Background: an optimization exercise with open tools, aiming at small area, a short achievable clock period and few clock cycles per item. Do not read the settings as production practice.
In this exercise RTL edits were held to simulation tests only and were not proved equivalent to the original.
No activity file was given, so power comes from the tool's default toggle rates.

== build 33 ==
==> flow/design.v (excerpt) <==
module bcmseq #(
    parameter [15:0] BASE_LOOP_TICKS = 16'd8,
    parameter [15:0] CALL_OVERHEAD   = 16'd2,
    parameter [15:0] FIRST_INTERVAL  = 16'd100
) (
    input  wire        clk,
    input  wire        rst,
    input  wire        cmd_valid,
    input  wire [51:0] cmd,
    output reg         cmd_ready,
    output reg         rsp_valid,
    output wire [7:0]  rsp,
    input  wire [1:0]  rot,
    output reg         hm_en,
    output reg         hm_we,
    output reg  [10:0] hm_addr,
    output wire [7:0]  hm_wdata,
    input  wire [7:0]  hm_rdata,
    output reg         sm_en,
    output reg  [10:0] sm_addr,
    input  wire [7:0]  sm_rdata,
    output reg         tmr_load,
    output wire [15:0] tmr_period,
    output reg         tmr_stop,
    input  wire        tmr_expire,
    output reg         p_blank,
    output reg         p_lat,
    output reg         p_clk,
    output reg  [3:0]  p_addr,
    output reg  [5:0]  p_data
);
Size in the first run: roughly 600 cells after synthesis, roughly 0.0056 sq mm of cells after synthesis.
export LEC_CHECK = 0
export CAP_MARGIN = 20
export CORE_MARGIN = 2
export CORE_UTILIZATION = 40
export CTS_BUF_LIST = sky130_fd_sc_hd__clkbuf_8
export CTS_CLUSTER_SIZE = 20
export SETUP_SLACK_MARGIN = 3.8
export SLEW_MARGIN = 20
export BUFFER_PORTS_ARGS = -buffer_cell sky130_fd_sc_hd__buf_1
create_clock -name core_clock -period 6.0 [get_ports {clk}]
standard.sh (not shown) runs the stock make flow with config.mk's settings and CLKGATE_MAP_FILE= SYNTH_SCRIPT=/design/flow/synth_recipe.tcl, a recipe that flattens the netlist after the stock synthesis.
==> flow/flow/run.sh <==
#!/bin/bash
# Standard layout, with the port buffers that buffer_ports inserts made
# sky130_fd_sc_hd__buf_1 (the resizer may still size them up) instead of the
# delay cell it picks by default. Every port still gets its own buffer.
set -euo pipefail
echo 'export BUFFER_PORTS_ARGS = -buffer_cell sky130_fd_sc_hd__buf_1' >> config.mk
bash standard.sh > standard_flow.log 2>&1
Testbench counts of build 33, summed over its fixed seeds: cycles 49,192, ticks 768.
--- input diff build 33..build 14 ---
# build 33
export LEC_CHECK = 0
export CAP_MARGIN = 20
export CORE_MARGIN = 2
export CORE_UTILIZATION = 40
export CTS_BUF_LIST = sky130_fd_sc_hd__clkbuf_8
export CTS_CLUSTER_SIZE = 20
export SETUP_SLACK_MARGIN = 3.8
export SLEW_MARGIN = 20
export BUFFER_PORTS_ARGS = -buffer_cell sky130_fd_sc_hd__buf_1
create_clock -name core_clock -period 6.0 [get_ports {clk}]
# build 14
export LEC_CHECK = 0
export CAP_MARGIN = 20
export CORE_MARGIN = 2
export CORE_UTILIZATION = 40
export CTS_BUF_LIST = sky130_fd_sc_hd__clkbuf_8
export CTS_CLUSTER_SIZE = 20
export SETUP_SLACK_MARGIN = 3.8
export SLEW_MARGIN = 20
export TNS_END_PERCENT = 5
export BUFFER_PORTS_ARGS = -buffer_cell sky130_fd_sc_hd__buf_1
create_clock -name core_clock -period 6.0 [get_ports {clk}]
--- outcome ---
Higher global-route total usage across every layer among build 14 and build 33: build 33
Diff build 33 -> build 14: number of global-route vias before repair went down by 2.3%; shortest period the worst path allows went up by 0.11 ns; antenna cell count was more or less identical; non-clock buffer count in the final layout went down by 5.3%.
Compared with build 33, in build 14 overall power after layout saw little to no change, cell area after placement comparable.
Delta (build 14 minus build 33): number of cells on the critical path picked up an extra 1; placeable core area neither gained nor lost much.
--- input diff build 14..build 84 ---
# build 14
export LEC_CHECK = 0
export CAP_MARGIN = 20
export CORE_MARGIN = 2
export CORE_UTILIZATION = 40
export CTS_BUF_LIST = sky130_fd_sc_hd__clkbuf_8
export CTS_CLUSTER_SIZE = 20
export SETUP_SLACK_MARGIN = 3.8
export SLEW_MARGIN = 20
export TNS_END_PERCENT = 5
export BUFFER_PORTS_ARGS = -buffer_cell sky130_fd_sc_hd__buf_1
create_clock -name core_clock -period 6.0 [get_ports {clk}]
# build 84
export LEC_CHECK = 0
export CAP_MARGIN = 20
export CORE_MARGIN = 2
export CORE_UTILIZATION = 60
export CTS_BUF_LIST = sky130_fd_sc_hd__clkbuf_8
export CTS_CLUSTER_SIZE = 20
export SETUP_SLACK_MARGIN = 3.5
export SLEW_MARGIN = 20
export BUFFER_PORTS_ARGS = -buffer_cell sky130_fd_sc_hd__buf_1
create_clock -name core_clock -period 6.0 [get_ports {clk}]
--- outcome ---
Die span in x was higher in the run labelled build 14.
Comparing number of placement rows for build 84 and build 14, the smaller number came from build 84.
| combinational cell fraction of total power | build 84 vs build 14 | 2.1 points lower |
Build 84 against build 14: number of vias per cell rose by 7.2%, longest individual stage delay on the worst path moved up, clock group power higher, met3 layer wire length in the routed design went down by 79 microns.
Tap cell count (build 84 / build 14): 0.62
#### Input delta (build 71 over build 84)
# build 84
export LEC_CHECK = 0
export CAP_MARGIN = 20
export CORE_MARGIN = 2
export CORE_UTILIZATION = 60
export CTS_BUF_LIST = sky130_fd_sc_hd__clkbuf_8
export CTS_CLUSTER_SIZE = 20
export SETUP_SLACK_MARGIN = 3.5
export SLEW_MARGIN = 20
export BUFFER_PORTS_ARGS = -buffer_cell sky130_fd_sc_hd__buf_1
create_clock -name core_clock -period 6.0 [get_ports {clk}]
# build 71
export LEC_CHECK = 0
export CAP_MARGIN = 20
export CORE_MARGIN = 2
export CORE_UTILIZATION = 40
export SETUP_SLACK_MARGIN = 3.5
export SLEW_MARGIN = 20
export BUFFER_PORTS_ARGS = -buffer_cell sky130_fd_sc_hd__buf_1
create_clock -name core_clock -period 6.0 [get_ports {clk}]
## What came out
Build 71: flow completed, timing, DRC and antenna clean
Build 84 went all the way through the flow, and no timing, DRC or antenna check failed.
Diff build 71..build 84 | layout buffer count excluding clock buffers | unchanged
Summed instance area of the synthesized netlist: build 84 vs build 71 identical
Build 71 vs. build 84: power climbed 100 uW; critical path depth has increased.
Edits applied to the flow inputs when going from build 71 to build 78:
# build 71
export LEC_CHECK = 0
export CAP_MARGIN = 20
export CORE_MARGIN = 2
export CORE_UTILIZATION = 40
export SETUP_SLACK_MARGIN = 3.5
export SLEW_MARGIN = 20
export BUFFER_PORTS_ARGS = -buffer_cell sky130_fd_sc_hd__buf_1
create_clock -name core_clock -period 6.0 [get_ports {clk}]
# build 78
export LEC_CHECK = 0
export CAP_MARGIN = 20
export CORE_MARGIN = 2
export CORE_UTILIZATION = 40
export CTS_BUF_LIST = sky130_fd_sc_hd__clkbuf_8
export CTS_CLUSTER_SIZE = 20
export SETUP_SLACK_MARGIN = 3.9
export SLEW_MARGIN = 20
export BUFFER_PORTS_ARGS = -buffer_cell sky130_fd_sc_hd__buf_1
create_clock -name core_clock -period 6.0 [get_ports {clk}]
[summary]
Global-route wire length before repair came out higher on build 78 than on build 71. Per-cell routed wire length was lower in the run labelled build 71. Where setup slack is concerned, build 71 is outperformed by build 78. Going from build 71 to build 78, post-placement cell count barely changed; area of all placed cells without fillers climbed 410 sq um; met2 routing resource usage after global routing climbed 1.1 points. More vias were needed by build 78 than by build 71. On wire length, build 71 beats build 78. Build 78 vs build 71, startpoint of the most critical setup path: hm_rdata[1] vs cmd[48]. Against build 71 as the reference, build 78 delivers a higher sequential fraction of design power. Higher arrival time of data at the critical path endpoint was reported by build 71, not build 78.
Input changes introduced in build 12 (baseline for comparison: build 78):
# build 78
export LEC_CHECK = 0
export CAP_MARGIN = 20
export CORE_MARGIN = 2
export CORE_UTILIZATION = 40
export CTS_BUF_LIST = sky130_fd_sc_hd__clkbuf_8
export CTS_CLUSTER_SIZE = 20
export SETUP_SLACK_MARGIN = 3.9
export SLEW_MARGIN = 20
export BUFFER_PORTS_ARGS = -buffer_cell sky130_fd_sc_hd__buf_1
create_clock -name core_clock -period 6.0 [get_ports {clk}]
# build 12
export LEC_CHECK = 0
export CAP_MARGIN = 20
export CORE_MARGIN = 2
export CORE_UTILIZATION = 40
export CTS_BUF_LIST = sky130_fd_sc_hd__clkbuf_8
export CTS_CLUSTER_SIZE = 20
export SETUP_SLACK_MARGIN = 3.8
export SLEW_MARGIN = 20
export BUFFER_PORTS_ARGS = -buffer_cell sky130_fd_sc_hd__buf_1
export RECOVER_POWER = 100
create_clock -name core_clock -period 6.0 [get_ports {clk}]
--- a/flow/flow/run.sh
+++ b/flow/flow/run.sh
@@ -4 +4,3 @@
-# delay cell it picks by default. Every port still gets its own buffer.
+# delay cell it picks by default, and power recovery (downsizing of gates off
+# the critical paths) after global routing's timing repair. Every port still
+# gets its own buffer.
@@ -6,0 +9 @@
+echo 'export RECOVER_POWER = 100' >> config.mk
[summary]
- [flow] build 12 | stages: complete | final checks: fail | reason: capacitance limit, slew limit
- Minimum hold slack: build 78 vs build 12 — no meaningful difference
- Between build 78 and build 12, largest fanout of any net on the critical path increased.
- in -> reg as the startpoint-to-endpoint class of the critical path was reported by build 78, and reg -> reg by build 12.
- Build 12 ended up with hm_addr[3] as its critical path capture point; build 78 ended up with d[1].
- Build 12 falls short of build 78 in final worst setup slack.
- [build 12 vs build 78] max-slew violation count: higher in build 12
- In build 12, clock-buffer cell count is lower than in build 78.
- Build 78 → build 12: proportion of power drawn by the clock network fell by 2.1 points; post-detailed-routing wire length dropped 1.9%; utilization after layout lower.

## port drivers added, routing unchanged
Ports are ideal in the flow. The routed layouts listed here were re-timed in OpenROAD.
Step 1, drivers: a clkbuf_16 drives clk and a buf_2 each remaining input, both assumed.
Step 2 times the ports against the registers' clock, not the clock port: input delays grow and output delays shrink by t, the midpoint of the rising clock arrivals with the driver on.
Three values: ideal ports, drivers, drivers and shift; two values: the first two.
run	t (ns)	setup slack, ns	hold slack, ns
build 33	0.417	3.828 / 3.819 / 3.403	0.479 / 0.479 / 0.479
build 14	0.416	3.718 / 3.722 / 3.310	0.474 / 0.474 / 0.474
build 84	0.401	3.638 / 3.639 / 3.238	0.471 / 0.471 / 0.471
build 71	0.388	3.668 / 3.682 / 3.294	0.473 / 0.473 / 0.473
build 78	0.411	3.843 / 3.840 / 3.429	0.479 / 0.479 / 0.479
build 12	0.414	2.361 / 2.361 / 2.361	0.478 / 0.478 / 0.478
For build 33, which loses most, drivers alone change the setup slack by -0.009 ns; drivers and shift together by -0.425 ns.
